What follows belongs to an exercise in optimizing a design on an open flow for small area, a short achievable clock period and few clock cycles per item; a production flow would make more cautious choices. In this exercise RTL edits were held to simulation tests only and were not proved equivalent to the original. Power and IR drop assume default switching activity.

## flow/flow/run.sh

```bash
#!/bin/bash
# The standard layout (standard.sh, unchanged synthesis and steps), with one
# change: the buffer that global placement puts on every input and output
# port is sky130_fd_sc_hd__buf_1 instead of the tool's own pick (a delay cell).
set -euo pipefail
export BUFFER_PORTS_ARGS="-buffer_cell sky130_fd_sc_hd__buf_1"
bash standard.sh synth > synth.log 2>&1
bash standard.sh finish > layout.log 2>&1
```

## flow/standard.sh

```bash
#!/bin/bash
# synth_recipe.tcl (not shown) runs the flow's synth.tcl, then flattens the netlist and writes it again
# the make line also repeats each setting of config.mk as NAME=value (left out here)
make -C /OpenROAD-flow-scripts/flow DESIGN_CONFIG=/design/flow/config.mk WORK_HOME=/design/flow/orfs CLKGATE_MAP_FILE= SYNTH_SCRIPT=/design/flow/synth_recipe.tcl "${@:-finish}"
```

## flow/config.mk

```make
export PLATFORM = sky130hd
export DESIGN_NAME = base122_core
export DESIGN_NICKNAME = base122_core
export VERILOG_FILES = /design/flow/design.v
export SDC_FILE = /design/flow/constraint.sdc
export NUM_CORES = 4
export LEC_CHECK = 0
export ABC_AREA = 1
export CAP_MARGIN = 20
export CORE_MARGIN = 2
export CORE_UTILIZATION = 40
export CTS_BUF_LIST = sky130_fd_sc_hd__clkbuf_8
export CTS_CLUSTER_SIZE = 20
export SETUP_SLACK_MARGIN = 2.0
export SLEW_MARGIN = 20
```

## flow/constraint.sdc

```tcl
create_clock -name core_clock -period 4.0 [get_ports {clk}]
set_input_delay 0.8000 -clock core_clock [delete_from_list [all_inputs] [get_ports {clk}]]
set_output_delay 0.8000 -clock core_clock [all_outputs]
set_load 0.01 [all_outputs]
```

## flow/design.v

```verilog
module base122_cls (
    input  wire [6:0] chunk,
    output reg        danger,
    output reg  [2:0] idx
);
    always @(*) begin
        danger = 1'b1;
        idx    = 3'd0;
        case (chunk)
            7'h00: idx = 3'd0;
            7'h0A: idx = 3'd1;
            7'h0D: idx = 3'd2;
            7'h22: idx = 3'd3;
            7'h26: idx = 3'd4;
            7'h5C: idx = 3'd5;
            default: danger = 1'b0;
        endcase
    end
endmodule
module base122_enc (
    input  wire       clk,
    input  wire       rst,
    input  wire       in_valid,
    input  wire [7:0] in_data,
    input  wire       in_last,
    output wire       in_ready,
    output reg        out_valid,
    output reg  [7:0] out_data,
    output reg        out_last,
    input  wire       out_ready
);
    reg  [22:0] bits;        
    reg  [4:0]  nb;          
    reg         eom;         
    reg         e2;          
    wire        go    = !out_valid || out_ready;
    wire [6:0]  chunk = bits[22:16];
    wire        p6    = bits[15];
    wire        danger;
    wire [2:0]  idx;
    base122_cls u_cls (.chunk(chunk), .danger(danger), .idx(idx));
    wire        ge8 = nb[4] | nb[3];
    wire        ge7 = ge8 | (nb[2:0] == 3'd7);
    wire        ge6 = ge7 | (nb[2:0] == 3'd6);
    wire        nz  = nb != 5'd0;
    assign in_ready    = !eom && !nb[4];
    wire        accept = in_valid && in_ready;
    wire        esc = !e2 && danger;
    wire        have_e = ge8 || (eom && nz);             
    wire        have_n = e2 ? (ge6 || eom) : (ge7 || (eom && nz));
    wire        last_n = eom && (e2 ? !ge7 : !ge8);
    wire [7:0]  byte_e = ge8 ? {3'b110, idx, 1'b1, p6} : {7'b1101111, chunk[6]};
    wire [7:0]  byte_n = e2 ? {2'b10, bits[22:17]} : {1'b0, chunk};
    wire        emit_e = go && have_e;
    wire        emit_n = go && have_n;
    wire        emit   = esc ? emit_e : emit_n;
    wire [22:0] bits_i = bits | ({in_data & {8{accept}}, 15'd0} >> nb[3:0]);
    wire [22:0] bits_e = emit_e ? (ge8 ? {bits_i[14:0], 8'd0} : {bits_i[21:0], 1'd0}) : bits_i;
    wire [22:0] bits_n = emit_n ? (e2 ? {bits_i[16:0], 6'd0} : {bits_i[15:0], 7'd0}) : bits_i;
    wire [4:0]  nb_i = accept ? nb + 5'd8 : nb;
    wire [4:0]  c1 = accept ? nb + 5'd7 : nb - 5'd1;
    wire [4:0]  c6 = accept ? nb + 5'd2 : (ge6 ? nb - 5'd6 : 5'd0);
    wire [4:0]  c7 = accept ? nb + 5'd1 : (ge7 ? nb - 5'd7 : 5'd0);
    wire [4:0]  c8 = accept ? nb        : nb - 5'd8;
    wire [4:0]  nb_e = emit_e ? (ge8 ? c8 : c1) : nb_i;
    wire [4:0]  nb_n = emit_n ? (e2 ? c6 : c7) : nb_i;
    always @(posedge clk) begin
        if (rst) begin
            bits      <= 23'd0;
            nb        <= 5'd0;
            eom       <= 1'b0;
            e2        <= 1'b0;
            out_valid <= 1'b0;
        end else begin
            bits <= esc ? bits_e : bits_n;
            nb   <= esc ? nb_e : nb_n;
            if (emit)
                e2 <= esc;
            if (go) begin
                out_valid <= emit;
                out_data  <= esc ? byte_e : byte_n;
                out_last  <= !esc && last_n;
            end
            if (accept)
                eom <= in_last;
            else if (!esc && emit_n && last_n)
                eom <= 1'b0;
        end
    end
endmodule
module base122_dec (
    input  wire        clk,
    input  wire        rst,
    input  wire        in_valid,
    input  wire [7:0]  in_data,
    input  wire        in_last,
    output wire        in_ready,
    output reg         out_valid,
    output reg  [7:0]  out_data,
    output reg         out_end,
    output reg  [2:0]  out_cause,
    output wire [15:0] out_epc,
    input  wire        out_ready
);
    localparam C_NONE     = 3'd0;
    localparam C_LEAD     = 3'd1;
    localparam C_TRUNC    = 3'd2;
    localparam C_CONT     = 3'd3;
    localparam C_OVERLONG = 3'd4;
    localparam C_FIXED    = 3'd5;
    localparam C_INDEX6   = 3'd6;
    localparam C_SHORTPAY = 3'd7;
    wire [7:0]  d  = in_data;
    wire        dl = in_last;
    wire        dv = in_valid;
    reg  [6:0]  acc;         
    reg  [2:0]  an;          
    reg         e2;          
    reg  [4:0]  b1s;         
    reg         pv;          
    reg  [6:0]  pd;
    reg  [15:0] pc;          
    reg  [2:0]  cause;
    reg         bad;         
    reg         drain;       
    reg         endp;        
    reg         eh;          
    assign out_epc = pc;
    wire go    = !out_valid || out_ready;
    wire fresh = endp && !pv;
    wire issue = go && fresh;
    wire eng_ready = go && !eh && !(endp && (pv || bad));
    wire accept    = dv && eng_ready;
    assign in_ready = eng_ready;
    wire [2:0]  k        = b1s[4:2];
    wire        k7       = k == 3'd7;
    wire [6:0]  p        = {b1s[0], d[5:0]};
    wire        p_danger = b1s[0] ? (d[5:0] == 6'h1C) :
                           (d[5:0] == 6'h00 || d[5:0] == 6'h0A || d[5:0] == 6'h0D ||
                            d[5:0] == 6'h22 || d[5:0] == 6'h26);
    reg  [6:0]  dval;
    always @(*) begin
        case (k)
            3'd0:    dval = 7'h00;
            3'd1:    dval = 7'h0A;
            3'd2:    dval = 7'h0D;
            3'd3:    dval = 7'h22;
            3'd4:    dval = 7'h26;
            default: dval = 7'h5C;
        endcase
    end
    reg  [2:0] b1_cause;
    always @(*) begin
        b1_cause = C_NONE;
        if (b1s[4:1] == 4'd0)    b1_cause = C_OVERLONG;
        else if (!b1s[1])        b1_cause = C_FIXED;
        else if (k == 3'd6)      b1_cause = C_INDEX6;
    end
    wire       cont_bad = d[7:6] != 2'b10;
    wire       b1_bad   = b1_cause != C_NONE;
    wire       sp_bad   = k7 && !p_danger;
    wire       b2_good  = !cont_bad && !b1_bad && !sp_bad;
    wire [2:0] b2_cause = cont_bad ? C_CONT : b1_bad ? b1_cause : sp_bad ? C_SHORTPAY : C_NONE;
    wire       d_b1   = d[7:5] == 3'b110;
    wire       d_unit = e2 ? b2_good : !d[7];            
    wire       d_err  = e2 ? !b2_good : (d[7] && (!d_b1 || dl));
    wire [2:0] err    = e2 ? b2_cause : (d_b1 ? C_TRUNC : C_LEAD);
    wire       act  = accept && !drain;                  
    wire       unit = act && d_unit;
    wire        push  = go && (pv || unit);
    wire [6:0]  new1  = !e2 ? d[6:0] : (k7 ? p : dval);
    wire [6:0]  pushv = pv ? pd : new1;
    wire        npend = pv ? unit : (unit && e2 && !k7);    
    wire [6:0]  npd   = pv ? new1 : p;
    wire [2:0]  an_e   = fresh ? 3'd0 : an;
    wire [13:0] window = {acc, 7'd0} | ({pushv, 7'd0} >> an_e);
    wire        emit   = push && an_e != 3'd0;
    wire [15:0] pc_inc = pc + (e2 ? 16'd2 : 16'd1);
    always @(posedge clk) begin
        if (rst) begin
            an        <= 3'd0;
            e2        <= 1'b0;
            pv        <= 1'b0;
            pc        <= 16'd0;
            cause     <= C_NONE;
            bad       <= 1'b0;
            drain     <= 1'b0;
            endp      <= 1'b0;
            eh        <= 1'b0;
            out_valid <= 1'b0;
        end else begin
            if (go) begin
                out_valid <= emit || fresh;
                out_data  <= window[13:6];
                out_end   <= fresh;
                out_cause <= cause;
                eh        <= fresh && bad;
            end
            if (push) begin
                if (an_e == 3'd0) begin
                    acc <= pushv;
                    an  <= 3'd7;
                end else begin
                    acc <= {window[5:0], 1'b0};
                    an  <= an_e - 3'd1;
                end
            end else if (issue)
                an  <= 3'd0;
            if (go) begin
                pv <= npend;
                pd <= npd;
            end
            if (out_valid && out_ready && eh)
                pc <= 16'd0;
            else if (unit)
                pc <= dl ? 16'd0 : pc_inc;
            if (act)
                e2 <= !e2 && d_b1 && !dl;
            if (!e2)
                b1s <= d[4:0];
            if (issue) begin
                cause <= C_NONE;
                bad   <= 1'b0;
                endp  <= 1'b0;
            end
            if (act && d_err) begin
                cause <= err;
                bad   <= 1'b1;
                if (!dl)
                    drain <= 1'b1;
            end
            if (accept && dl) begin
                drain <= 1'b0;
                endp  <= 1'b1;
            end
        end
    end
endmodule
module base122_core (
    input  wire        clk,
    input  wire        rst,
    input  wire        enc_in_valid,
    input  wire [7:0]  enc_in_data,
    input  wire        enc_in_last,
    output wire        enc_in_ready,
    output wire        enc_out_valid,
    output wire [7:0]  enc_out_data,
    output wire        enc_out_last,
    input  wire        enc_out_ready,
    input  wire        dec_in_valid,
    input  wire [7:0]  dec_in_data,
    input  wire        dec_in_last,
    output wire        dec_in_ready,
    output wire        dec_out_valid,
    output wire [7:0]  dec_out_data,
    output wire        dec_out_end,
    output wire [2:0]  dec_out_cause,
    output wire [15:0] dec_out_epc,
    input  wire        dec_out_ready
);
    base122_enc u_enc (
        .clk(clk), .rst(rst),
        .in_valid(enc_in_valid), .in_data(enc_in_data), .in_last(enc_in_last),
        .in_ready(enc_in_ready),
        .out_valid(enc_out_valid), .out_data(enc_out_data), .out_last(enc_out_last),
        .out_ready(enc_out_ready)
    );
    base122_dec u_dec (
        .clk(clk), .rst(rst),
        .in_valid(dec_in_valid), .in_data(dec_in_data), .in_last(dec_in_last),
        .in_ready(dec_in_ready),
        .out_valid(dec_out_valid), .out_data(dec_out_data), .out_end(dec_out_end),
        .out_cause(dec_out_cause), .out_epc(dec_out_epc),
        .out_ready(dec_out_ready)
    );
endmodule
```

==> summary.txt, run 1 <==
Mapped Cells = 1008
Final hold violations = 0
Num CTS Buffers = 9
First-pass GRT wire length = 31.9 mm
Area leader, netlist = dfxtp_1
Final period util = 51.0%
Sw Share = 48.2%
Seq cells post-synth = 100
Crit-path max FO = 5
First-pass DRT Iterations = 5
RSZ-0062 raised after global routing = true
Core area = 16700 um^2
Ranking of synthesized cells by area = dfxtp_1 (17%), edfxtp_1 (17%), nand2_1 (16%)
Rel. slew slack = 55.5%
CTS tree = yes
H-tree lvl count = 3
Pin slew with the least headroom to its limit = 0.665 ns
Worst EP required = 3.20 ns
Nets@finish = 1168
Gr usage total = 21.7%
PD cells = 649 nW/um^2
Drt drc = 0
Synth warn = 3
Post-Synth Adder-Cell Area = 3.02%
Worst-Skew Late Latency = 0.39 ns
DR WL/cell = 15.8 um
Vias in the first global route = 6329
Synth top cells by count = nand2_1 (294), nand3_1 (107), inv_1 (91)
Reg power frac = 24.0%
Int Pwr = 2.96 mW
Largest net degree at the start of global routing = 24
Clock buffer depth = 2
DR vias = 7482
Fmax = 491 MHz
Syn nets = 1048
CTS Root Cell = clkbuf_8
CP startpoint kind = register
CP Capture Type = primary output
Routability Congestion = 0.938
Final setup skew = 0.0148 ns
Initial antenna violation count = 0
Setup Total Neg Slack = 0 ns
Initial detailed-routing violation count = 847
Post-Synth Simple-Gate Area = 39.3%
Synth cell types = 56
IO Count = 65
WP data arrival = 1.24 ns
Final ANT Viol Nets = 0
Total gr overflow = 0
Area fraction in compound gates after synthesis = 12.2%
Die Y = 135 um
Slew Viols, Final = 0
Number of flops mapped to enable cells by yosys = 40
Fin crit period = 2.04 ns
Final Core Density = 52.8%
Asr flop ratio synth = 0%
Static leakage = 3.65 nW
Final HPWL DP = 13.8 mm
Multiplexer area fraction after synthesis = 0%
Share of layout cells above drive strength 1 = 24.3%
Via/cell ratio = 5.53
Cts hold-fix bufs = 0
Die X = 135 um
Top_reg_cell synth = dfxtp_1
Row cnt = 47
Die area = 18300 um^2
Post-Synth XOR/XNOR Area = 1.66%
Clock transition at path regs = 0.11 ns
Largest family of logic cells by synthesized area = simple AND/OR/NAND/NOR gates
Worst VDD drop = 0.000330 V
IO Port Bufs = 64
Worst R2R Setup Slack = 1.99 ns
Layout Area Growth over Synthesis = 28.2%
Seq/Total Area, Yosys = 34.9%
WL final = 21.3 mm
Max Cap Viol = 0
Setup CP Type = reg2out
# setup viols final = 0
Hold/Removal Path Class = reg2reg
Initial core utilization = 41.2%
Mapped Area = 6880 um^2
Area share of the leading cell type in the synthesized netlist = 17.5%
Switch Pwr = 2.76 mW
Status = finished clean
Clk pwr share = 13.4%
Combinational share of power = 62.5%
Mean Syn Cell Area = 6.82 um^2
Sink Count = 100
Most common cell in the netlist = nand2_1
Antenna diodes = 0
stage by stage:
step	cell area [um^2]	worst slack, ns	hold WS [ns]	total power [mW]	std cells
final	8810	1.96	0.449	5.72	1353
after global routing	8810	1.91	0.459	6.06	1353
after CTS	7930	1.96	0.448	4.96	1299
after detailed placement	7320	1.17	0.422	3.89	1259
after global placement	7320	1.21	0.416	3.91	1259
after floorplan	7010	1.97	0.409	3.37	1008
logic make-up after synthesis:
family | after synthesis
flip-flops | 100
XOR/XNOR | 13
AO/OA/AOI/OAI | 145
AND/OR/NAND/NOR | 589
adder cells (fa/ha/maj) | 16
buffers and inverters | 145
cell type report:
cell class | instances | area, um^2
inverter | 106 | 488
timing repair inverter | 3 | 25.0
sequential | 100 | 2440
tap | 220 | 275
clock inverter | 7 | 108
multi-input combinational | 767 | 4410
timing repair buffer | 141 | 941
clock buffer | 9 | 124
fill | 1647 | 7890
state kept, by name (all words and copies together), names as in the netlist, 3 cells and up:
| register | cells |
|---|---|
| u_dec.acc | 7 |
| u_dec.an | 3 |
| u_dec.b1s | 5 |
| u_dec.cause | 3 |
| u_dec.out_cause | 3 |
| u_dec.out_data | 8 |
| u_dec.pc | 16 |
| u_dec.pd | 7 |
| u_enc.bits | 23 |
| u_enc.nb | 5 |
| u_enc.out_data | 8 |
worst paths after layout:
path,startpoint,to,depth (start not counted)
max reg2reg,u_enc.nb[1],u_enc.nb[3],14
min reg2reg,u_dec.cause[0],u_dec.out_cause[0],0
min,u_dec.cause[0],u_dec.out_cause[0],0
max,u_enc.eom,enc_in_ready,3
layout by cell type (no fill, tap or decap), types with 13 or more instances in the layout:
cell type	synthesis	routed
nand2_2	4	24
nor3_1	18	15
inv_1	91	77
a21oi_1	52	48
nand2_4	5	14
nor2_1	85	70
buf_4	3	65
o21ai_1	14	13
nand4_1	35	35
nor2_4	4	18
buf_1	2	56
nand3_2	2	15
dfxtp_1	60	46
nand2_1	294	263
inv_2	12	13
o21ai_0	35	30
edfxtp_1	40	40
nand3_1	107	93
power groups by stage:
stage,sequential [mW],combinational (mW),clock [mW]
floorplan,1.39,1.98,0
global placement,1.39,2.51,0
detailed placement,1.40,2.50,0
CTS,1.37,2.80,0.786
global route,1.39,3.84,0.821
finish,1.38,3.58,0.768
per-layer routing:
layer / global-route usage, % / vias up / wire length (um)
li1: - / 3632 / -
met1: 31.5 / 3449 / 9680
met2: 32.8 / 343 / 9440
met3: 3.25 / 58 / 1620
met4: 7.64 / 0 / 606
met5: 0 / - / 0
critical path: stages (launching register included):
cell	delay, ns
dfxtp_4	0.38
nor2_4	0.22
buf_6	0.15
buf_6	0.09
timing repair:
| item | in CTS | in global routing |
|---|---|---|
| setup buffers | 23 | 48 |
| cloned | 1 | 6 |
| setup endpoints to repair | 76 | 81 |
| gates resized for setup | 59 | 130 |
| pin swaps | 15 | 51 |
Testbench counts, summed over its fixed seeds: cycles 21,481, items 37,672.
==> run 2: changes to the inputs <==
--- a/flow/config.mk
+++ b/flow/config.mk
@@ -12,4 +12,4 @@
 export CTS_BUF_LIST = sky130_fd_sc_hd__clkbuf_8
 export CTS_CLUSTER_SIZE = 20
-export SETUP_SLACK_MARGIN = 2.0
+export SETUP_SLACK_MARGIN = 1.8
 export SLEW_MARGIN = 20
==> summary.txt, run 2 <==
Top_reg_cell synth = dfxtp_1
Pre-CTS setup slack = 1.10 ns
Top Registers = u_enc.bits x23, u_dec.pc x16
Layout Area Growth over Synthesis = 19.3%
Max reg flops = 23
Top reg by flops = u_enc.bits
Rel. slew slack = 51.5%
Final Total Pwr = 5.27 mW
Vias in the first global route = 6383
Mapped Cells = 1008
Slew Viols, Final = 0
Drt drc = 0
H-tree lvl count = 3
WL final = 20.2 mm
Clock transition at path regs = 0.11 ns
Die X = 135 um
Synth warn = 3
WP data arrival = 1.35 ns
Mapped Area = 6880 um^2
Largest net degree at the start of global routing = 24
Dpl cells = 1261
Final setup skew = 0.0147 ns
# fillers = 1770
Worst hold slack = 0.446 ns
Ranking of synthesized cells by area = dfxtp_1 (17%), edfxtp_1 (17%), nand2_1 (16%)
Sink Count = 100
WP buf/inv = 2
CP startpoint kind = register
Row cnt = 47
Worst EP required = 3.20 ns
Setup Total Neg Slack = 0 ns
Final ANT Viol Nets = 0
Antenna diodes = 0
Dpl cell area = 7270 um^2
Total gr overflow = 0
Mean Syn Cell Area = 6.82 um^2
Final hold violations = 0
Asr flop ratio synth = 0%
Share of layout cells above drive strength 1 = 15.5%
Seq/Total Area, Yosys = 34.9%
Commonest non-fill, non-tap cell in the layout = nand2_1
Initial detailed-routing violation count = 620
Nets@finish = 1139
Most common cell in the netlist = nand2_1
Number of flops mapped to enable cells by yosys = 40
PD cells = 642 nW/um^2
Most frequent cells in the layout = nand2_1 (286), nand3_1 (106), inv_1 (82)
Synth top cells by count = nand2_1 (294), nand3_1 (107), inv_1 (91)
Hold/Removal Path Class = reg2reg
Synth cell types = 56
CP Capture Type = primary output
Fmax = 465 MHz
First-pass DRT Iterations = 6
Area share of the leading cell type in the synthesized netlist = 17.5%
Via/cell ratio = 5.39
DR vias = 7135
Status = finished clean
Syn nets = 1048
CTS tree = yes
Worst VDD drop = 0.000346 V
Top delay family on crit path = flip-flops
Critical-path cell list = nor2_4 > buf_4 > buf_1
Num CTS Buffers = 9
Crit-path max cell delay = 0.41 ns
Final period util = 53.8%
# setup viols final = 0
Crit-path max FO = 11
Final HPWL DP = 14.1 mm
Initial antenna violation count = 0
Core area = 16700 um^2
Die area = 18300 um^2
Design area = 8210 um^2
IO Port Bufs = 64
Routability Congestion = 0.948
RSZ-0062 raised after global routing = true
Final Core Density = 49.1%
Gr usage total = 22.2%
Area leader, netlist = dfxtp_1
Static leakage = 3.44 nW
Fin cells = 1324
Final WS setup = 1.85 ns
Pin slew with the least headroom to its limit = 0.724 ns
Worst-Skew Late Latency = 0.40 ns
Clock buffer depth = 2
CTS Root Cell = clkbuf_8
DR WL/cell = 15.3 um
Initial core utilization = 41.2%
Fin crit period = 2.15 ns
Max stage delay cell, worst path = dfxtp_1
First-pass GRT wire length = 32.5 mm
Max Cap Viol = 0
Die Y = 135 um
Setup CP Type = reg2out
Seq cells post-synth = 100
IO Count = 65
[run 2: cell counts after synthesis]
Identical to the previous run, type by type.
[run 2: path summary, 6_finish.rpt]
check | startpoint | end | slack (ns) | cells after the start
worst min register to register | u_dec.cause[1] | u_dec.out_cause[1] | 0.45 | 0
worst max register to register | u_enc.nb[3] | u_enc.nb[2] | 1.88 | 15
worst max-delay path | u_enc.nb[4] | enc_in_ready | 1.85 | 3
worst min-delay path | u_dec.cause[1] | u_dec.out_cause[1] | 0.45 | 0
[run 2: logic make-up (layout without fill, tap and decap cells)]
kind of cell | count (synthesis) | count (layout) | share of synthesized area (%)
buffers and inverters | 145 | 240 | 8.93
flip-flops | 100 | 100 | 34.9
adder cells (fa/ha/maj) | 16 | 16 | 3.02
XOR/XNOR | 13 | 13 | 1.66
AO/OA/AOI/OAI | 145 | 145 | 12.2
AND/OR/NAND/NOR | 589 | 590 | 39.3
[run 2: routing by layer]
layer  vias to the layer above  GRT usage [%]  wire, um
met5                         -              0         0
met4                         0           6.94       382
met3                        28           2.99      1280
met2                       273           33.9      8930
met1                      3279           32.4      9610
li1                       3555              -         -
[run 2: where the power goes]
group / leakage, nW / internal, mW / total (mW) / switching (mW)
combinational: 2.45 / 1.15 / 3.17 / 2.02
sequential: 0.879 / 1.27 / 1.36 / 0.0945
clock: 0.112 / 0.308 / 0.735 / 0.428
total: 3.44 / 2.73 / 5.27 / 2.54
[run 2: area by class of cell]
type / instances / area (um^2) / area share [%]
multi-input combinational: 764 / 4050 / 49.4
sequential: 100 / 2420 / 29.5
timing repair buffer: 115 / 763 / 9.30
inverter: 106 / 459 / 5.60
tap: 220 / 275 / 3.35
clock buffer: 9 / 124 / 1.51
clock inverter: 7 / 91.3 / 1.11
timing repair inverter: 3 / 18.8 / 0.229
[run 2: repair_timing]
item	in CTS	in global routing
gates resized for setup	41	48
pin swaps	7	14
setup endpoints to repair	64	63
gates cloned	5	1
buffers inserted	11	30
hold buffers	0	0
==> run 3: changes to the inputs <==
--- a/flow/design.v
+++ b/flow/design.v
@@ -34,4 +34,5 @@
     reg         eom;         
     reg         e2;          
+    reg         sh;          
     wire        go    = !out_valid || out_ready;
     wire [6:0]  chunk = bits[22:16];
@@ -49,20 +50,20 @@
     wire        have_e = ge8 || (eom && nz);             
     wire        have_n = e2 ? (ge6 || eom) : (ge7 || (eom && nz));
-    wire        last_n = eom && (e2 ? !ge7 : !ge8);
+    wire        last_n = eom && (e2 ? (sh || !ge7) : !ge8);
     wire [7:0]  byte_e = ge8 ? {3'b110, idx, 1'b1, p6} : {7'b1101111, chunk[6]};
-    wire [7:0]  byte_n = e2 ? {2'b10, bits[22:17]} : {1'b0, chunk};
+    wire [7:0]  byte_n = e2 ? {2'b10, sh ? bits[21:16] : bits[22:17]} : {1'b0, chunk};
+    wire        six    = e2 && !sh;                      
     wire        emit_e = go && have_e;
     wire        emit_n = go && have_n;
     wire        emit   = esc ? emit_e : emit_n;
     wire [22:0] bits_i = bits | ({in_data & {8{accept}}, 15'd0} >> nb[3:0]);
-    wire [22:0] bits_e = emit_e ? (ge8 ? {bits_i[14:0], 8'd0} : {bits_i[21:0], 1'd0}) : bits_i;
-    wire [22:0] bits_n = emit_n ? (e2 ? {bits_i[16:0], 6'd0} : {bits_i[15:0], 7'd0}) : bits_i;
+    wire [22:0] bits_e = (emit_e && ge8) ? {bits_i[14:0], 8'd0} : bits_i;
+    wire [22:0] bits_n = emit_n ? (six ? {bits_i[16:0], 6'd0} : {bits_i[15:0], 7'd0}) : bits_i;
     wire [4:0]  nb_i = accept ? nb + 5'd8 : nb;
-    wire [4:0]  c1 = accept ? nb + 5'd7 : nb - 5'd1;
     wire [4:0]  c6 = accept ? nb + 5'd2 : (ge6 ? nb - 5'd6 : 5'd0);
     wire [4:0]  c7 = accept ? nb + 5'd1 : (ge7 ? nb - 5'd7 : 5'd0);
     wire [4:0]  c8 = accept ? nb        : nb - 5'd8;
-    wire [4:0]  nb_e = emit_e ? (ge8 ? c8 : c1) : nb_i;
-    wire [4:0]  nb_n = emit_n ? (e2 ? c6 : c7) : nb_i;
+    wire [4:0]  nb_e = (emit_e && ge8) ? c8 : nb_i;
+    wire [4:0]  nb_n = emit_n ? (six ? c6 : c7) : nb_i;
     always @(posedge clk) begin
         if (rst) begin
@@ -71,10 +72,13 @@
             eom       <= 1'b0;
             e2        <= 1'b0;
+            sh        <= 1'b0;
             out_valid <= 1'b0;
         end else begin
             bits <= esc ? bits_e : bits_n;
             nb   <= esc ? nb_e : nb_n;
-            if (emit)
+            if (emit) begin
                 e2 <= esc;
+                sh <= esc && !ge8;
+            end
             if (go) begin
                 out_valid <= emit;
--- a/flow/config.mk
+++ b/flow/config.mk
@@ -12,4 +12,4 @@
 export CTS_BUF_LIST = sky130_fd_sc_hd__clkbuf_8
 export CTS_CLUSTER_SIZE = 20
-export SETUP_SLACK_MARGIN = 1.8
+export SETUP_SLACK_MARGIN = 1.9
 export SLEW_MARGIN = 20
==> summary.txt, run 3 <==
Status = finished clean
Largest net degree at the start of global routing = 28
WHS Path Cells = 0
Final period util = 52.0%
Most frequent cells in the layout = nand2_1 (289), nand3_1 (112), inv_1 (76)
Min-Delay Endpoint = u_dec.out_cause[2]
Setup Total Neg Slack = 0 ns
Die X = 132 um
WL final = 17.9 mm
Synth warn = 3
Num CTS Buffers = 9
Share of layout cells above drive strength 1 = 16.9%
Max stage delay cell, worst path = nor2_4
Worst path most repeated cell = buf_2
Routability Congestion = 0.881
Hold/Removal Path Class = reg2reg
Synth cell types = 46
Worst EP required = 3.20 ns
Slew Viols, Final = 0
H-tree lvl count = 3
Dpl cells = 1218
Mapped Cells = 970
Reg2reg start = u_enc.nb[3]
Clock transition at path regs = 0.10 ns
Crit-path max FO = 5
Nets@finish = 1092
# fillers = 1606
Mapped Area = 6560 um^2
First-pass GRT wire length = 28.5 mm
# setup viols final = 0
Area of the multi-input gates = 3750 um^2
Worst hold slack = 0.442 ns
Gr usage total = 19.8%
Pin slew with the least headroom to its limit = 0.656 ns
PD cells = 572 nW/um^2
Fmax = 480 MHz
Worst Min Path Start = u_dec.cause[2]
Max reg flops = 23
Layout Area Growth over Synthesis = 17.9%
Max Cap Viol = 0
Core area = 15900 um^2
IO Port Bufs = 64
Most common cell in the netlist = nand2_1
RSZ-0062 raised after global routing = true
CP startpoint kind = input port
Commonest non-fill, non-tap cell in the layout = nand2_1
Cells on worst reg2reg path = 14
CTS tree = yes
Storage element area = 2440 um^2
CP Capture Type = primary output
Top Registers = u_enc.bits x23, u_dec.pc x16
Area leader, netlist = dfxtp_1
Initial detailed-routing violation count = 586
Static leakage = 3.28 nW
Critical-path cell list = buf_2 > nor2_4 > nor2_2 > buf_2
Worst VDD drop = 0.000246 V
Vias in the first global route = 5832
Final HPWL DP = 12.2 mm
Syn nets = 1005
Synth top cells by count = nand2_1 (300), nand3_1 (116), inv_1 (86)
Via/cell ratio = 5.14
Top_reg_cell synth = dfxtp_1
Reg2reg end = u_enc.bits[20]
Worst-Skew Late Latency = 0.39 ns
Worst R2R Setup Slack = 1.98 ns
Drt drc = 0
Row cnt = 46
Crit-path max cell delay = 0.14 ns
DR vias = 6570
DR WL/cell = 14.0 um
Seq cells post-synth = 101
Top reg by flops = u_enc.bits
IO Count = 65
WP data arrival = 1.28 ns
Seq/Total Area, Yosys = 37.0%
Final ANT Viol Nets = 0
Die Y = 132 um
Asr flop ratio synth = 0%
Mean Syn Cell Area = 6.76 um^2
Final hold violations = 0
Antenna diodes = 0
Fin crit period = 2.08 ns
Fin cells = 1278
Total gr overflow = 0
Initial core utilization = 41.1%
CTS Root Cell = clkbuf_8
Setup CP Type = in2out
Ranking of synthesized cells by area = dfxtp_1 (19%), edfxtp_1 (18%), nand2_1 (17%)
Final setup skew = 0.00729 ns
Die area = 17400 um^2
First-pass DRT Iterations = 5
Sink Count = 101
Initial antenna violation count = 0
Number of flops mapped to enable cells by yosys = 40
Rel. slew slack = 56.1%
Area share of the leading cell type in the synthesized netlist = 18.6%
Clock buffer depth = 2
## run 3: per-layer routing
layer | vias to the layer above | track usage [%] | part of all wire [%] | wire length (um)
li1 | 3378 | - | - | -
met1 | 2957 | 27.3 | 47 | 8410
met2 | 207 | 31.6 | 46 | 8150
met3 | 28 | 3.65 | 5.9 | 1050
met4 | 0 | 6.16 | 1.5 | 273
met5 | - | 0 | 0 | 0
## run 3: critical path, delay by kind of cell
family	cells	cell delay, ns
buf+inv	2	0.27
simple gates	2	0.21
## run 3: kinds of logic (layout without fill, tap and decap cells)
logic type	after synthesis	count (layout)	synth area share [%]
xor+xnor	13	13	1.74
buf+inv	144	234	9.33
simple gates	579	581	39.2
flops	101	101	37.0
fa+ha+maj	11	11	2.21
compound gates	122	122	10.6
## run 3: timing repair
item | CTS | global route
cloned | 2 | 3
endpoints found under the hold margin | 0 | 0
hold buffers | 0 | 0
setup endpoints to repair | 73 | 79
gates resized for setup | 29 | 53
pin swaps | 3 | 16
setup buffers | 7 | 32
## run 3: worst max-delay path by stage
stage | from | end | slack [ns] | cells past startpoint
floorplan | dec_in_data[0] | u_dec.acc[0] | 1.87 | 14
global placement | dec_out_ready | u_dec.acc[4] | 1.25 | 9
detailed placement | dec_out_ready | u_dec.acc[1] | 1.25 | 9
CTS | dec_in_data[1] | u_dec.acc[0] | 1.85 | 14
global route | u_enc.nb[0] | u_enc.bits[20] | 1.86 | 13
finish | dec_out_ready | dec_in_ready | 1.92 | 4
## run 3: final cells by class
type | instances | area share (%)
multi-input cells | 727 | 48.6
flip-flops and latches | 101 | 31.6
repair buffers | 109 | 7.98
inverters | 107 | 5.57
well taps | 216 | 3.50
clock buffers | 9 | 1.60
clock inverters | 7 | 0.988
repair inverters | 2 | 0.162
## run 3: where the power goes
group          internal [mW]  switching, mW
Clock                  0.290          0.378
Sequential              1.28          0.110
Combinational          0.803           1.56
## run 3: per-stage QoR
stage	setup slack, ns	instance area [um^2]	util (%)	total power, mW
2_1_floorplan	1.87	6590	-	2.91
3_3_place_gp	1.25	6930	43.4	3.30
3_5_place_dp	1.25	6930	43.4	3.29
4_1_cts	1.85	7260	45.6	4.05
5_1_grt	1.86	7730	48.5	4.75
6_report	1.92	7730	48.5	4.42
Testbench counts of run 3, summed over its fixed seeds: cycles 21,481, items 37,672.
==> run 4: changes to the inputs <==
--- a/flow/design.v
+++ b/flow/design.v
@@ -34,8 +34,6 @@
     reg         eom;         
     reg         e2;          
-    reg         sh;          
     wire        go    = !out_valid || out_ready;
     wire [6:0]  chunk = bits[22:16];
-    wire        p6    = bits[15];
     wire        danger;
     wire [2:0]  idx;
@@ -43,27 +41,18 @@
     wire        ge8 = nb[4] | nb[3];
     wire        ge7 = ge8 | (nb[2:0] == 3'd7);
-    wire        ge6 = ge7 | (nb[2:0] == 3'd6);
     wire        nz  = nb != 5'd0;
     assign in_ready    = !eom && !nb[4];
     wire        accept = in_valid && in_ready;
-    wire        esc = !e2 && danger;
-    wire        have_e = ge8 || (eom && nz);             
-    wire        have_n = e2 ? (ge6 || eom) : (ge7 || (eom && nz));
-    wire        last_n = eom && (e2 ? (sh || !ge7) : !ge8);
-    wire [7:0]  byte_e = ge8 ? {3'b110, idx, 1'b1, p6} : {7'b1101111, chunk[6]};
-    wire [7:0]  byte_n = e2 ? {2'b10, sh ? bits[21:16] : bits[22:17]} : {1'b0, chunk};
-    wire        six    = e2 && !sh;                      
-    wire        emit_e = go && have_e;
-    wire        emit_n = go && have_n;
-    wire        emit   = esc ? emit_e : emit_n;
+    wire        esc    = !e2 && danger;
+    wire        have_e = ge8 || (eom && nz);
+    wire        have_n = e2 ? (ge7 || eom) : (ge7 || (eom && nz));
+    wire        last_n = eom && !ge8;
+    wire [7:0]  byte_e = ge8 ? {3'b110, idx, 1'b1, bits[15]} : {7'b1101111, chunk[6]};
+    wire [7:0]  byte_n = e2 ? {2'b10, bits[21:16]} : {1'b0, chunk};
+    wire        emit   = go && (esc ? have_e : have_n);
+    wire        take   = go && (esc ? ge8 : have_n);     
     wire [22:0] bits_i = bits | ({in_data & {8{accept}}, 15'd0} >> nb[3:0]);
-    wire [22:0] bits_e = (emit_e && ge8) ? {bits_i[14:0], 8'd0} : bits_i;
-    wire [22:0] bits_n = emit_n ? (six ? {bits_i[16:0], 6'd0} : {bits_i[15:0], 7'd0}) : bits_i;
     wire [4:0]  nb_i = accept ? nb + 5'd8 : nb;
-    wire [4:0]  c6 = accept ? nb + 5'd2 : (ge6 ? nb - 5'd6 : 5'd0);
-    wire [4:0]  c7 = accept ? nb + 5'd1 : (ge7 ? nb - 5'd7 : 5'd0);
-    wire [4:0]  c8 = accept ? nb        : nb - 5'd8;
-    wire [4:0]  nb_e = (emit_e && ge8) ? c8 : nb_i;
-    wire [4:0]  nb_n = emit_n ? (six ? c6 : c7) : nb_i;
+    wire [4:0]  nb_t = accept ? nb + 5'd1 : (ge7 ? nb - 5'd7 : 5'd0);
     always @(posedge clk) begin
         if (rst) begin
@@ -72,13 +61,10 @@
             eom       <= 1'b0;
             e2        <= 1'b0;
-            sh        <= 1'b0;
             out_valid <= 1'b0;
         end else begin
-            bits <= esc ? bits_e : bits_n;
-            nb   <= esc ? nb_e : nb_n;
-            if (emit) begin
+            bits <= take ? {bits_i[15:0], 7'd0} : bits_i;
+            nb   <= take ? nb_t : nb_i;
+            if (emit)
                 e2 <= esc;
-                sh <= esc && !ge8;
-            end
             if (go) begin
                 out_valid <= emit;
@@ -88,5 +74,5 @@
             if (accept)
                 eom <= in_last;
-            else if (!esc && emit_n && last_n)
+            else if (!esc && go && have_n && last_n)
                 eom <= 1'b0;
         end
==> summary.txt, run 4 <==
Post-Synth Adder-Cell Area = 2.06%
Fin crit period = 2.08 ns
Ranking of synthesized cells by area = dfxtp_1 (21%), edfxtp_1 (21%), nand2_1 (15%)
Die X = 125 um
Gr usage total = 19.2%
Drt drc = 0
Layout Area Growth over Synthesis = 18.3%
Final Total Pwr = 4.00 mW
Top Registers = u_enc.bits x23, u_dec.pc x16
Setup Total Neg Slack = 0 ns
Share of layout cells above drive strength 1 = 14.0%
RSZ-0062 raised after global routing = true
Final WS setup = 1.92 ns
Pre-CTS setup slack = 1.27 ns
DR WL/cell = 13.5 um
Pin slew with the least headroom to its limit = 0.740 ns
Clock transition at path regs = 0.10 ns
Via/cell ratio = 5.06
Setup CP Type = in2out
Fin cells = 1105
IO Count = 65
H-tree lvl count = 3
Rel. slew slack = 50.7%
Top reg by flops = u_enc.bits
Post-Synth XOR/XNOR Area = 2.25%
Most common cell in the netlist = nand2_1
Number of flops mapped to enable cells by yosys = 40
Row cnt = 44
WP data arrival = 1.28 ns
Mapped Area = 5830 um^2
Slew Viols, Final = 0
Initial core utilization = 40.6%
Synth cell types = 42
Core area = 14400 um^2
Area fraction in compound gates after synthesis = 9.46%
CP Capture Type = primary output
Area share of the leading cell type in the synthesized netlist = 20.6%
Status = finished clean
Syn nets = 863
CTS Root Cell = clkbuf_8
Die area = 15600 um^2
Num CTS Buffers = 9
PD cells = 580 nW/um^2
Total gr overflow = 0
Largest net degree at the start of global routing = 27
Sink Count = 100
# setup viols final = 0
Nets@finish = 949
Fmax = 482 MHz
Initial detailed-routing violation count = 415
Area leader, netlist = dfxtp_1
CTS tree = yes
Seq/Total Area, Yosys = 41.2%
Final ANT Viol Nets = 0
DR vias = 5588
Max Cap Viol = 0
Hold/Removal Path Class = reg2reg
Antenna diodes = 0
Dpl cells = 1057
Synth top cells by count = nand2_1 (240), nand3_1 (108), nor2_1 (87)
Final Core Density = 48.0%
Synth warn = 3
Routability Congestion = 0.905
Final period util = 51.9%
Largest family of logic cells by synthesized area = simple AND/OR/NAND/NOR gates
Seq cells post-synth = 100
Mapped Cells = 830
Worst EP required = 3.20 ns
Final setup skew = 0.0133 ns
Post-Synth Simple-Gate Area = 36.6%
Initial antenna violation count = 0
First-pass DRT Iterations = 5
CP startpoint kind = input port
Worst-Skew Late Latency = 0.38 ns
IO Port Bufs = 64
Top_reg_cell synth = dfxtp_1
Max reg flops = 23
Static leakage = 2.95 nW
Asr flop ratio synth = 0%
Final hold violations = 0
# fillers = 1504
Cts hold-fix bufs = 0
Die Y = 125 um
WL final = 14.9 mm
Multiplexer area fraction after synthesis = 0%
Worst VDD drop = 0.000312 V
Final HPWL DP = 10.2 mm
Crit-path max FO = 4
Most frequent cells in the layout = nand2_1 (231), nand3_1 (106), nor2_1 (77)
Commonest non-fill, non-tap cell in the layout = nand2_1
Vias in the first global route = 5057
First-pass GRT wire length = 24.7 mm
Mean Syn Cell Area = 7.03 um^2
Clock buffer depth = 2
-- run 4: worst paths after layout --
path / startpoint / slack, ns / cells past startpoint / end
setup / recovery: dec_out_ready / 1.92 / 4 / dec_in_ready
setup reg to reg: u_dec.b1s[4] / 2.02 / 11 / u_dec.out_data[0]
hold / removal: u_enc.bits[6] / 0.46 / 2 / u_enc.bits[6]
hold reg to reg: u_enc.bits[6] / 0.46 / 2 / u_enc.bits[6]
-- run 4: cell families (layout without fill, tap and decap cells) --
kind of cell               Yosys count  in the layout
xor gates and xnor gates            15             15
and+or+nand+nor                    488            492
AOI/OAI and AO/OA                   99             99
buffers and inverters              119            206
adders and majority gates            9              9
DFF                                100            100
-- run 4: worst max-delay path: stages --
cell    delay, ns
buf_4        0.13
nor2_4       0.16
nor2_4       0.06
buf_6        0.12
-- run 4: stage by stage --
| step | area [um^2] | hold WS (ns) |
|---|---|---|
| 5_1_grt | 6900 | 0.488 |
| 2_1_floorplan | 5870 | 0.409 |
| 6_report | 6900 | 0.459 |
| 3_3_place_gp | 6250 | 0.440 |
| 4_1_cts | 6650 | 0.468 |
| 3_5_place_dp | 6250 | 0.453 |
-- run 4: routing by layer --
metal | global-route usage (%) | wire, um | vias to the layer above
li1 | - | - | 2897
met1 | 26.6 | 7250 | 2520
met2 | 30.7 | 6690 | 153
met3 | 2.75 | 680 | 18
met4 | 6.35 | 270 | 0
met5 | 0 | 0 | -
-- run 4: layout make-up --
class	instances	area (um^2)	area share (%)
clock buffer	11	151	2.19
inverter	90	352	5.09
timing repair buffer	100	558	8.08
tap	184	230	3.34
clock inverter	5	56.3	0.816
multi-input combinational	615	3140	45.4
sequential	100	2420	35.1
-- run 4: report_power, final --
part	switching, mW	leakage [nW]	internal [mW]
clock	0.363	0.111	0.326
combinational	1.28	1.96	0.667
sequential	0.0895	0.877	1.28
-- run 4: what timing repair did --
| action | in CTS | in global routing |
|---|---|---|
| pin swaps | 4 | 12 |
| setup endpoints to repair | 73 | 66 |
| setup buffers | 8 | 20 |
| gates resized for setup | 30 | 39 |
| cloned | 4 | 0 |
Testbench counts of run 4, summed over its fixed seeds: cycles 21,481, items 37,672.
==> run 5: changes to the inputs <==
--- a/flow/config.mk
+++ b/flow/config.mk
@@ -9,7 +9,7 @@
 export CAP_MARGIN = 20
 export CORE_MARGIN = 2
-export CORE_UTILIZATION = 40
+export CORE_UTILIZATION = 60
 export CTS_BUF_LIST = sky130_fd_sc_hd__clkbuf_8
 export CTS_CLUSTER_SIZE = 20
-export SETUP_SLACK_MARGIN = 1.9
+export SETUP_SLACK_MARGIN = 2.1
 export SLEW_MARGIN = 20
==> summary.txt, run 5 <==
Status = finished clean
Rel. slew slack = 53.7%
Row cnt = 35
Worst EP required = 3.20 ns
Final ANT Viol Nets = 0
First-pass DRT Iterations = 5
Dpl cell area = 6150 um^2
Num CTS Buffers = 9
CP startpoint = dec_out_ready
First-pass GRT wire length = 24.0 mm
Setup Total Neg Slack = 0 ns
Final setup skew = 0.0153 ns
Reg2reg end = u_dec.out_data[0]
Worst-Skew Late Latency = 0.38 ns
Final Core Density = 77.8%
Synth warn = 3
PD cells = 585 nW/um^2
Max Cap Viol = 0
Max reg flops = 23
Reg2reg start = u_dec.b1s[2]
Top reg by flops = u_enc.bits
Final HPWL DP = 9.85 mm
Cts hold-fix bufs = 0
Most common cell in the netlist = nand2_1
Dpl cells = 996
H-tree lvl count = 3
Mapped Cells = 830
Sink Count = 100
WP data arrival = 1.19 ns
WL final = 16.0 mm
Met3 Use GR = 5.69%
GRT busiest layer = met2
Pre-CTS setup slack = 1.18 ns
Cells on worst reg2reg path = 11
Area leader, netlist = dfxtp_1
GR Layer Usage met2 = 46.2%
DR WL/cell = 15.0 um
Gr usage total = 28.6%
CP Capture Type = primary output
Grt met1 use = 39.7%
Mean Syn Cell Area = 7.03 um^2
Synth top cells by count = nand2_1 (240), nand3_1 (108), nor2_1 (87)
IO Port Bufs = 64
DR vias = 6115
CTS Root Cell = clkbuf_8
Static leakage = 3.09 nW
Area share of the leading cell type in the synthesized netlist = 20.6%
Routability Congestion = 0.928
Final Total Pwr = 4.24 mW
Nets@finish = 970
Worst VDD drop = 0.000322 V
Top_reg_cell synth = dfxtp_1
Final WS setup = 2.01 ns
Via/cell ratio = 5.71
Seq cells post-synth = 100
Final period util = 49.8%
Die Y = 103 um
CP startpoint kind = input port
Hold/Removal Path Class = reg2reg
RSZ-0062 raised after global routing = true
Seq/Total Area, Yosys = 41.2%
Synth cell types = 42
Drt drc = 0
CTS tree = yes
Number of flops mapped to enable cells by yosys = 40
Worst R2R Setup Slack = 2.10 ns
Design area = 7260 um^2
Total gr overflow = 0
Largest net degree at the start of global routing = 28
Clock transition at path regs = 0.10 ns
Commonest non-fill, non-tap cell in the layout = nand2_1
Initial core utilization = 62.5%
Antenna diodes = 0
Pin slew with the least headroom to its limit = 0.692 ns
Final hold violations = 0
Die X = 103 um
Setup CP Type = in2out
Mapped Area = 5830 um^2
Top Registers = u_enc.bits x23, u_dec.pc x16
Fin cells = 1071
Share of layout cells above drive strength 1 = 22.5%
Asr flop ratio synth = 0%
# setup viols final = 0
Slew Viols, Final = 0
Syn nets = 863
CP endpoint = dec_in_ready
Fmax = 502 MHz
Crit-path max FO = 3
Vias in the first global route = 5121
Ranking of synthesized cells by area = dfxtp_1 (21%), edfxtp_1 (21%), nand2_1 (15%)
Die area = 10500 um^2
Initial detailed-routing violation count = 471
Fin crit period = 1.99 ns
Layout Area Growth over Synthesis = 24.4%
Initial antenna violation count = 0
WHS Path Cells = 2
IO Count = 65
Core area = 9330 um^2
# fillers = 684
Most frequent cells in the layout = nand2_1 (221), nand3_1 (98), inv_1 (67)
Worst hold slack = 0.462 ns
Clock buffer depth = 2
==> run 5: changes by cell type in the layout (fill, tap and decap cells not counted), sizes merged <==
cell and delta:
inv -1, clkinv +2, bufinv -1, nand2 +1, buf +19, nand3 +1, clkbuf -2, clkinvlp +2
==> run 5: final cells by class <==
class / count / area (um^2) / share of cell area [%]
Clock buffer: 9 / 124 / 1.71
Inverter: 90 / 380 / 5.24
Clock inverter: 7 / 70.1 / 0.966
Tap cell: 129 / 161 / 2.22
Multi-Input combinational cell: 617 / 3360 / 46.3
Sequential cell: 100 / 2440 / 33.6
Timing Repair Buffer: 119 / 722 / 9.95
==> run 5: metal layers <==
metal,part of all wire [%],wire (um)
met5,0,0
met1,42,6800
met2,48,7640
met3,8.0,1280
met4,1.9,297
==> run 5: how the worst min path moves through the flow <==
stage	startpoint	endpoint	slack, ns
after floorplan	u_dec.cause[0]	u_dec.out_cause[0]	0.41
after global placement	u_dec.cause[2]	u_dec.out_cause[2]	0.44
after detailed placement	u_dec.cause[2]	u_dec.out_cause[2]	0.44
after CTS	u_enc.bits[6]	u_enc.bits[6]	0.46
after global routing	u_dec.cause[1]	u_dec.out_cause[1]	0.47
final	u_enc.bits[6]	u_enc.bits[6]	0.46
==> run 5: worst max-delay path, stage by stage <==
cell and delay, ns:
buf_8 0.10, nor2_4 0.11, nor2_4 0.06, buf_6 0.12
==> run 5: kinds of logic after synthesis <==
logic type      synth area share (%)
fa+ha+maj                       2.06
flops                           41.2
xor+xnor                        2.25
simple gates                    36.6
compound gates                  9.46
buf+inv                         8.43
==> run 5: power by group <==
group	internal (mW)	leakage (nW)	total [mW]	switching, mW
Combinational	0.785	2.11	2.21	1.43
Clock	0.241	0.0947	0.641	0.400
Sequential	1.29	0.882	1.39	0.103
Total	2.32	3.09	4.24	1.93
==> run 5: what timing repair did <==
item                       in CTS  in global routing
gates cloned                    4                  2
buffers inserted               20                 33
pin swaps                       9                 41
gates resized for setup        47                115
setup endpoints to repair      96                 76
==> run 6: changes to the inputs <==
--- a/flow/design.v
+++ b/flow/design.v
@@ -89,5 +89,5 @@
     output reg  [7:0]  out_data,
     output reg         out_end,
-    output reg  [2:0]  out_cause,
+    output wire [2:0]  out_cause,
     output wire [15:0] out_epc,
     input  wire        out_ready
@@ -116,9 +116,11 @@
     reg         endp;        
     reg         eh;          
-    assign out_epc = pc;
+    reg         rdy;         
+    assign out_epc   = pc;
+    assign out_cause = (out_end && !eh) ? C_NONE : cause;
     wire go    = !out_valid || out_ready;
     wire fresh = endp && !pv;
     wire issue = go && fresh;
-    wire eng_ready = go && !eh && !(endp && (pv || bad));
+    wire eng_ready = go && rdy;
     wire accept    = dv && eng_ready;
     assign in_ready = eng_ready;
@@ -167,4 +169,9 @@
     wire        emit   = push && an_e != 3'd0;
     wire [15:0] pc_inc = pc + (e2 ? 16'd2 : 16'd1);
+    wire        taken_eh = out_valid && out_ready && eh;
+    wire        eh_n     = go ? (fresh && bad) : eh;
+    wire        endp_n   = (accept && dl) || (endp && !issue);
+    wire        pv_n     = go ? npend : pv;
+    wire        bad_n    = (act && d_err) || (bad && !taken_eh);
     always @(posedge clk) begin
         if (rst) begin
@@ -172,4 +179,5 @@
             e2        <= 1'b0;
             pv        <= 1'b0;
+            rdy       <= 1'b1;
             pc        <= 16'd0;
             cause     <= C_NONE;
@@ -184,6 +192,4 @@
                 out_data  <= window[13:6];
                 out_end   <= fresh;
-                out_cause <= cause;
-                eh        <= fresh && bad;
             end
             if (push) begin
@@ -197,11 +203,15 @@
             end else if (issue)
                 an  <= 3'd0;
-            if (go) begin
-                pv <= npend;
+            if (go)
                 pd <= npd;
-            end
-            if (out_valid && out_ready && eh)
-                pc <= 16'd0;
-            else if (unit)
+            pv   <= pv_n;
+            eh   <= eh_n;
+            endp <= endp_n;
+            bad  <= bad_n;
+            rdy  <= !eh_n && !(endp_n && (pv_n || bad_n));
+            if (taken_eh) begin
+                pc    <= 16'd0;
+                cause <= C_NONE;
+            end else if (unit)
                 pc <= dl ? 16'd0 : pc_inc;
             if (act)
@@ -209,19 +219,11 @@
             if (!e2)
                 b1s <= d[4:0];
-            if (issue) begin
-                cause <= C_NONE;
-                bad   <= 1'b0;
-                endp  <= 1'b0;
-            end
             if (act && d_err) begin
                 cause <= err;
-                bad   <= 1'b1;
                 if (!dl)
                     drain <= 1'b1;
             end
-            if (accept && dl) begin
+            if (accept && dl)
                 drain <= 1'b0;
-                endp  <= 1'b1;
-            end
         end
     end
==> summary.txt, run 6 <==
Status = finished clean
First-pass DRT Iterations = 6
Die area = 10100 um^2
Seq cells post-synth = 98
Die X = 100 um
Sink Count = 98
Syn nets = 800
Core area = 9110 um^2
Static leakage = 2.93 nW
Cts hold-fix bufs = 0
Top reg by flops = u_enc.bits
Total gr overflow = 0
PD cells = 534 nW/um^2
Most frequent cells in the layout = nand2_1 (166), nand3_1 (66), inv_1 (57)
Hold/Removal Path Class = reg2reg
Crit-path max cell delay = 0.12 ns
WP buf/inv = 2
Clock buffer depth = 2
Fin cells = 983
CTS tree = yes
Gr usage total = 29.2%
Synth top cells by count = nand2_1 (189), nand3_1 (85), inv_1 (69), nor2_1 (69), dfxtp_1 (61)
Area leader, netlist = dfxtp_1
Initial antenna violation count = 0
Mean Syn Cell Area = 7.27 um^2
Final period util = 49.9%
Worst VDD drop = 0.000382 V
Worst Min Path Start = u_enc.bits[3]
Setup CP Type = in2out
Dpl cell area = 5920 um^2
DR top layer = met4
Initial detailed-routing violation count = 471
Top_reg_cell synth = dfxtp_1
Routed length on met2 = 7.69 mm
Worst EP required = 3.20 ns
Max reg flops = 23
Worst R2R Setup Slack = 2.10 ns
CP Capture Type = primary output
DR WL/cell = 15.9 um
Final HPWL DP = 9.68 mm
Fmax = 501 MHz
Commonest non-fill, non-tap cell in the layout = nand2_1
Seq/Total Area, Yosys = 41.8%
Clock transition at path regs = 0.11 ns
Nets@finish = 900
Critical-path cell list = buf_8 > nor2_4 > nor2_4 > buf_6
Asr flop ratio synth = 0%
RSZ-0062 raised after global routing = true
Final hold violations = 0
Dpl cells = 923
Drt drc = 0
Vias in the first global route = 5046
Routability Congestion = 0.924
Top delay family on crit path = buffers and inverters
Reg2reg start = u_dec.b1s[2]
Largest net degree at the start of global routing = 24
Final setup skew = 0.0170 ns
Synth warn = 3
Met3 WL post-DR = 1.05 mm
IO Port Bufs = 64
Mapped Cells = 767
Most common cell in the netlist = nand2_1
Layout Area Growth over Synthesis = 28.7%
Fin crit period = 1.99 ns
Storage element area = 2370 um^2
Max stage delay cell, worst path = buf_6
Worst-Skew Late Latency = 0.37 ns
Synth cell types = 43
H-tree lvl count = 3
DR vias = 5830
Pre-CTS setup slack = 1.04 ns
Top Registers = u_enc.bits x23, u_dec.pc x16
Num CTS Buffers = 9
Pin slew with the least headroom to its limit = 0.560 ns
Setup Total Neg Slack = 0 ns
WL final = 15.7 mm
# setup viols final = 0
Final ANT Viol Nets = 0
Worst path most repeated cell = nor2_4
Final WS setup = 2.01 ns
Die Y = 100 um
Row cnt = 35
Ranking of synthesized cells by area = dfxtp_1 (22%), edfxtp_1 (20%), nand2_1 (13%)
# fillers = 628
Min-Delay Endpoint = u_enc.bits[3]
CTS Root Cell = clkbuf_8
Design area = 7180 um^2
Slew Viols, Final = 0
Mapped Area = 5580 um^2
CP startpoint = dec_out_ready
Antenna diodes = 0
Met1 wire length = 6.49 mm
Reg2reg end = u_dec.acc[4]
Number of flops mapped to enable cells by yosys = 37
Via/cell ratio = 5.93
Max Cap Viol = 0
Area of the multi-input gates = 3390 um^2
CP startpoint kind = input port
WHS Path Cells = 2
Area share of the leading cell type in the synthesized netlist = 21.9%
Cells on worst reg2reg path = 10
Initial core utilization = 61.3%
IO Count = 65
Final Core Density = 78.8%
Share of layout cells above drive strength 1 = 28.1%
Crit-path max FO = 3
First-pass GRT wire length = 23.5 mm
Rel. slew slack = 62.4%
WP data arrival = 1.19 ns
[run 6: cell type report]
class	instances	area share (%)
repair buffers	107	9.83
well taps	111	1.93
clock inverters	7	0.941
inverters	83	5.33
flip-flops and latches	98	33.0
repair inverters	1	0.105
multi-input cells	567	47.2
clock buffers	9	1.73
[run 6: how the worst max path moves through the flow]
stage          cells past startpoint                to
2_1_floorplan                     14      u_dec.acc[0]
3_3_place_gp                      16       u_dec.pc[3]
3_5_place_dp                      16       u_dec.pc[3]
4_1_cts                            2  dec_out_cause[0]
5_1_grt                            4      dec_in_ready
6_report                           4      dec_in_ready
[run 6: power breakdown]
group | internal (mW) | switching, mW | leakage (nW)
Clock | 0.244 | 0.402 | 0.0958
Combinational | 0.658 | 1.19 | 1.98
Sequential | 1.24 | 0.101 | 0.859
Total | 2.14 | 1.69 | 2.93
[run 6: timing repair]
item	CTS	global route
endpoints found under the setup margin	81	85
cloned	4	0
pin swaps	13	38
setup buffers	21	19
gates resized for setup	74	153
hold endpoints to repair	0	0
[run 6: cell families (layout without fill, tap and decap cells)]
kind of cell | count (synthesis) | count (layout) | synth area share [%]
AOI/OAI and AO/OA | 126 | 126 | 12.9
xor gates and xnor gates | 7 | 7 | 1.10
adders and majority gates | 9 | 9 | 2.15
buffers and inverters | 105 | 207 | 7.83
DFF | 98 | 98 | 41.8
and+or+nand+nor | 422 | 425 | 34.2
[run 6: stage by stage]
step	hold WS, ns	power (mW)
floorplan	0.439	2.39
global placement	0.447	2.65
detailed placement	0.459	2.68
CTS	0.480	3.57
global route	0.504	4.07
finish	0.481	3.84
[run 6: tightest hold or removal path, stage by stage (launching register included)]
cell and delay (ns):
dfxtp_1 0.33, a21oi_1 0.04, nor2_1 0.08
[run 6: metal layers]
layer / GRT usage (%) / vias up
li1: - / 2796
met5: 0 / -
met2: 49.1 / 274
met3: 4.32 / 52
met1: 38.8 / 2708
met4: 9.48 / 0
Testbench counts of run 6, summed over its fixed seeds: cycles 21,481, items 37,672.
==> run 7: changes to the inputs <==
==> flow/flow/run.sh (replaced) <==
#!/bin/bash
# The standard layout (standard.sh, unchanged synthesis and steps), with two
# changes: the buffer that global placement puts on every input and output
# port is sky130_fd_sc_hd__buf_1 instead of the tool's own pick (a delay
# cell), and clock tree synthesis adds no dummy loads.
set -euo pipefail
export BUFFER_PORTS_ARGS="-buffer_cell sky130_fd_sc_hd__buf_1"
export CTS_ARGS="-sink_clustering_enable -repair_clock_nets -sink_clustering_size 20 -buf_list sky130_fd_sc_hd__clkbuf_8 -dont_use_dummy_load"
bash standard.sh synth > synth.log 2>&1
bash standard.sh finish > layout.log 2>&1
--- a/flow/config.mk
+++ b/flow/config.mk
@@ -9,7 +9,7 @@
 export CAP_MARGIN = 20
 export CORE_MARGIN = 2
-export CORE_UTILIZATION = 60
+export CORE_UTILIZATION = 40
 export CTS_BUF_LIST = sky130_fd_sc_hd__clkbuf_8
 export CTS_CLUSTER_SIZE = 20
-export SETUP_SLACK_MARGIN = 2.1
+export SETUP_SLACK_MARGIN = 1.9
 export SLEW_MARGIN = 20
==> summary.txt, run 7 <==
Status = finished clean
Static leakage = 2.61 nW
Final Total Pwr = 3.38 mW
Pin slew with the least headroom to its limit = 0.842 ns
Dpl cell area = 5960 um^2
Slew Viols, Final = 0
Mean Syn Cell Area = 7.27 um^2
Via/cell ratio = 5.11
Ranking of synthesized cells by area = dfxtp_1 (22%), edfxtp_1 (20%), nand2_1 (13%)
DR vias = 5213
Final WS setup = 1.93 ns
Mapped Area = 5580 um^2
Final ANT Viol Nets = 0
Antenna diodes = 0
CP startpoint kind = input port
# setup viols final = 0
CP Capture Type = primary output
Sw Share = 41.9%
Gr usage total = 19.3%
WL final = 13.8 mm
Clock buffer depth = 2
IO Port Bufs = 64
Top reg by flops = u_enc.bits
H-tree lvl count = 3
Area share of the leading cell type in the synthesized netlist = 21.9%
Area leader, netlist = dfxtp_1
Total gr overflow = 0
Fin crit period = 2.07 ns
Nets@finish = 875
Largest net degree at the start of global routing = 23
Design area = 6420 um^2
Clk pwr share = 15.2%
Vias in the first global route = 4651
Combinational share of power = 45.6%
Number of flops mapped to enable cells by yosys = 37
Share of layout cells above drive strength 1 = 14.2%
Crit-path max cell delay = 0.15 ns
WP data arrival = 1.27 ns
Sink Count = 98
Worst Min Path Start = u_enc.bits[3]
Rel. slew slack = 43.8%
Pre-CTS setup slack = 1.26 ns
CTS tree = yes
RSZ-0062 raised after global routing = true
Routability Congestion = 0.906
Row cnt = 43
PD cells = 527 nW/um^2
Initial antenna violation count = 0
Initial core utilization = 40.5%
First-pass GRT wire length = 22.8 mm
CTS Root Cell = clkbuf_8
Commonest non-fill, non-tap cell in the layout = nand2_1
Die Y = 122 um
Cts hold-fix bufs = 0
Max reg flops = 23
Hold/Removal Path Class = reg2reg
Die area = 14900 um^2
Int Pwr = 1.97 mW
Asr flop ratio synth = 0%
Max Cap Viol = 0
Synth warn = 3
Die X = 122 um
Crit-path max FO = 4
Critical-path cell list = buf_2 > nor2_4 > nor2_2 > buf_2
Num CTS Buffers = 9
Drt drc = 0
Switch Pwr = 1.42 mW
Mapped Cells = 767
Worst path most repeated cell = buf_2
Synth cell types = 43
Fmax = 483 MHz
Layout Area Growth over Synthesis = 15.1%
Most common cell in the netlist = nand2_1
Reg2reg end = u_dec.pc[10]
Most frequent cells in the layout = nand2_1 (182), nand3_1 (85), inv_1 (63), nor2_1 (63), buf_1 (57)
Final HPWL DP = 9.98 mm
Worst VDD drop = 0.000237 V
Synth top cells by count = nand2_1 (189), nand3_1 (85), inv_1 (69), nor2_1 (69), dfxtp_1 (61)
WHS Path Cells = 2
Max stage delay cell, worst path = buf_2
Setup CP Type = in2out
Seq/Total Area, Yosys = 41.8%
First-pass DRT Iterations = 5
DR WL/cell = 13.5 um
Min-Delay Endpoint = u_enc.bits[3]
Syn nets = 800
Reg power frac = 39.2%
Worst R2R Setup Slack = 2.04 ns
Cells on worst reg2reg path = 9
Clock transition at path regs = 0.09 ns
Final hold violations = 0
Reg2reg start = u_dec.e2
Top_reg_cell synth = dfxtp_1
Final setup skew = 0.0228 ns
Setup Total Neg Slack = 0 ns
Initial detailed-routing violation count = 500
Final period util = 51.7%
Seq cells post-synth = 98
Core area = 13800 um^2
Worst EP required = 3.20 ns
Worst-Skew Late Latency = 0.37 ns
Top Registers = u_enc.bits x23, u_dec.pc x16
IO Count = 65
==> run 7: critical path: cells and delay by family <==
family	cells	cell delay, ns
buf+inv	2	0.27
simple gates	2	0.20
==> run 7: per-layer routing <==
layer	GRT usage (%)	vias to the layer above	part of all wire (%)
met5	0	-	0
met4	6.11	0	1.5
met3	3.18	15	5.0
met2	29.4	139	45
met1	27.9	2341	49
li1	-	2718	-
==> run 7: area by class of cell <==
class / count / area, um^2
Fill cell: 1469 / 7350
Tap cell: 180 / 225
Sequential cell: 98 / 2350
Timing Repair Buffer: 84 / 405
Inverter: 83 / 343
Clock buffer: 9 / 124
Multi-Input combinational cell: 566 / 2970
==> run 7: metrics by stage <==
stage / cells / util, % / hold slack (ns)
5_1_grt: 1020 / 46.6 / 0.490
2_1_floorplan: 767 / - / 0.439
6_report: 1020 / 46.6 / 0.475
4_1_cts: 1011 / 45.4 / 0.483
3_3_place_gp: 993 / 43.3 / 0.453
3_5_place_dp: 993 / 43.3 / 0.460
==> run 7: kinds of logic after synthesis <==
kind of cell	count (synthesis)	share of synthesized area [%]
simple gates	422	34.2
compound gates	126	12.9
xor+xnor	7	1.10
flops	98	41.8
buf+inv	105	7.83
fa+ha+maj	9	2.15
==> run 7: what timing repair did <==
item | in CTS | in global routing
setup buffers | 7 | 9
gates resized for setup | 35 | 35
setup endpoints to repair | 70 | 61
pin swaps | 3 | 7
cloned | 2 | 0
==> run 7: how the worst max path moves through the flow <==
stage	start	endpoint	slack, ns	cells after the start
after global placement	dec_in_data[1]	u_dec.acc[6]	1.29	15
after CTS	dec_in_data[0]	u_dec.acc[4]	1.89	15
after global routing	u_dec.out_end	dec_out_cause[0]	1.87	2
after detailed placement	dec_in_data[0]	u_dec.acc[5]	1.26	15
final	dec_out_ready	dec_in_ready	1.93	4
after floorplan	rst	u_dec.out_data[0]	1.91	3
==> run 7: power groups by stage <==
stage               Combinational, mW  Sequential [mW]  Clock [mW]
finish                           1.54             1.33       0.515
global route                     1.74             1.35       0.575
CTS                              1.47             1.32       0.534
detailed placement               1.33             1.34           0
global placement                 1.33             1.34           0
floorplan                        1.03             1.35           0

[what the ideal ports hide]
The flow's constraints put no driver on any port. The routed layouts listed below were extracted and timed again, unchanged, in two steps.
Step 1 assumes that a clkbuf_16 drives the clock port and a buf_2 every other input.
Step 2 adds t to the input delays and takes it off the output delays; t is the mean of the earliest and latest rising clock arrival at the registers after step 1. Input paths then give back, and output paths get back, about the clock's delay inside the block.
Slacks: ideal / step 1 / step 2; pairs: ideal / step 1.
| run | t (ns) | setup slack, ns | worst hold slack (ns) | slew at the worst register clock pin (ns) | worst data-port slew with drivers (ns) |
|---|---|---|---|---|---|
| run 1 | 0.417 | 1.962 / 1.925 / 1.596 | 0.449 / 0.449 / 0.449 | 0.11 / 0.11 | 0.04 |
| run 2 | 0.429 | 1.849 / 1.809 / 1.517 | 0.446 / 0.446 / 0.446 | 0.12 / 0.12 | 0.03 |
| run 3 | 0.422 | 1.918 / 1.897 / 1.558 | 0.442 / 0.442 / 0.442 | 0.10 / 0.10 | 0.04 |
| run 4 | 0.404 | 1.924 / 1.902 / 1.643 | 0.459 / 0.459 / 0.459 | 0.10 / 0.10 | 0.03 |
| run 5 | 0.408 | 2.008 / 1.968 / 1.658 | 0.462 / 0.462 / 0.462 | 0.11 / 0.11 | 0.05 |
| run 6 | 0.399 | 2.005 / 1.964 / 1.662 | 0.481 / 0.481 / 0.481 | 0.11 / 0.11 | 0.07 |
| run 7 | 0.399 | 1.931 / 1.889 / 1.618 | 0.475 / 0.475 / 0.475 | 0.10 / 0.10 | 0.05 |
After both steps setup and hold are still met in every run listed. For run 1, which loses most, drivers alone change the setup slack by -0.037 ns; drivers and shift together by -0.366 ns.
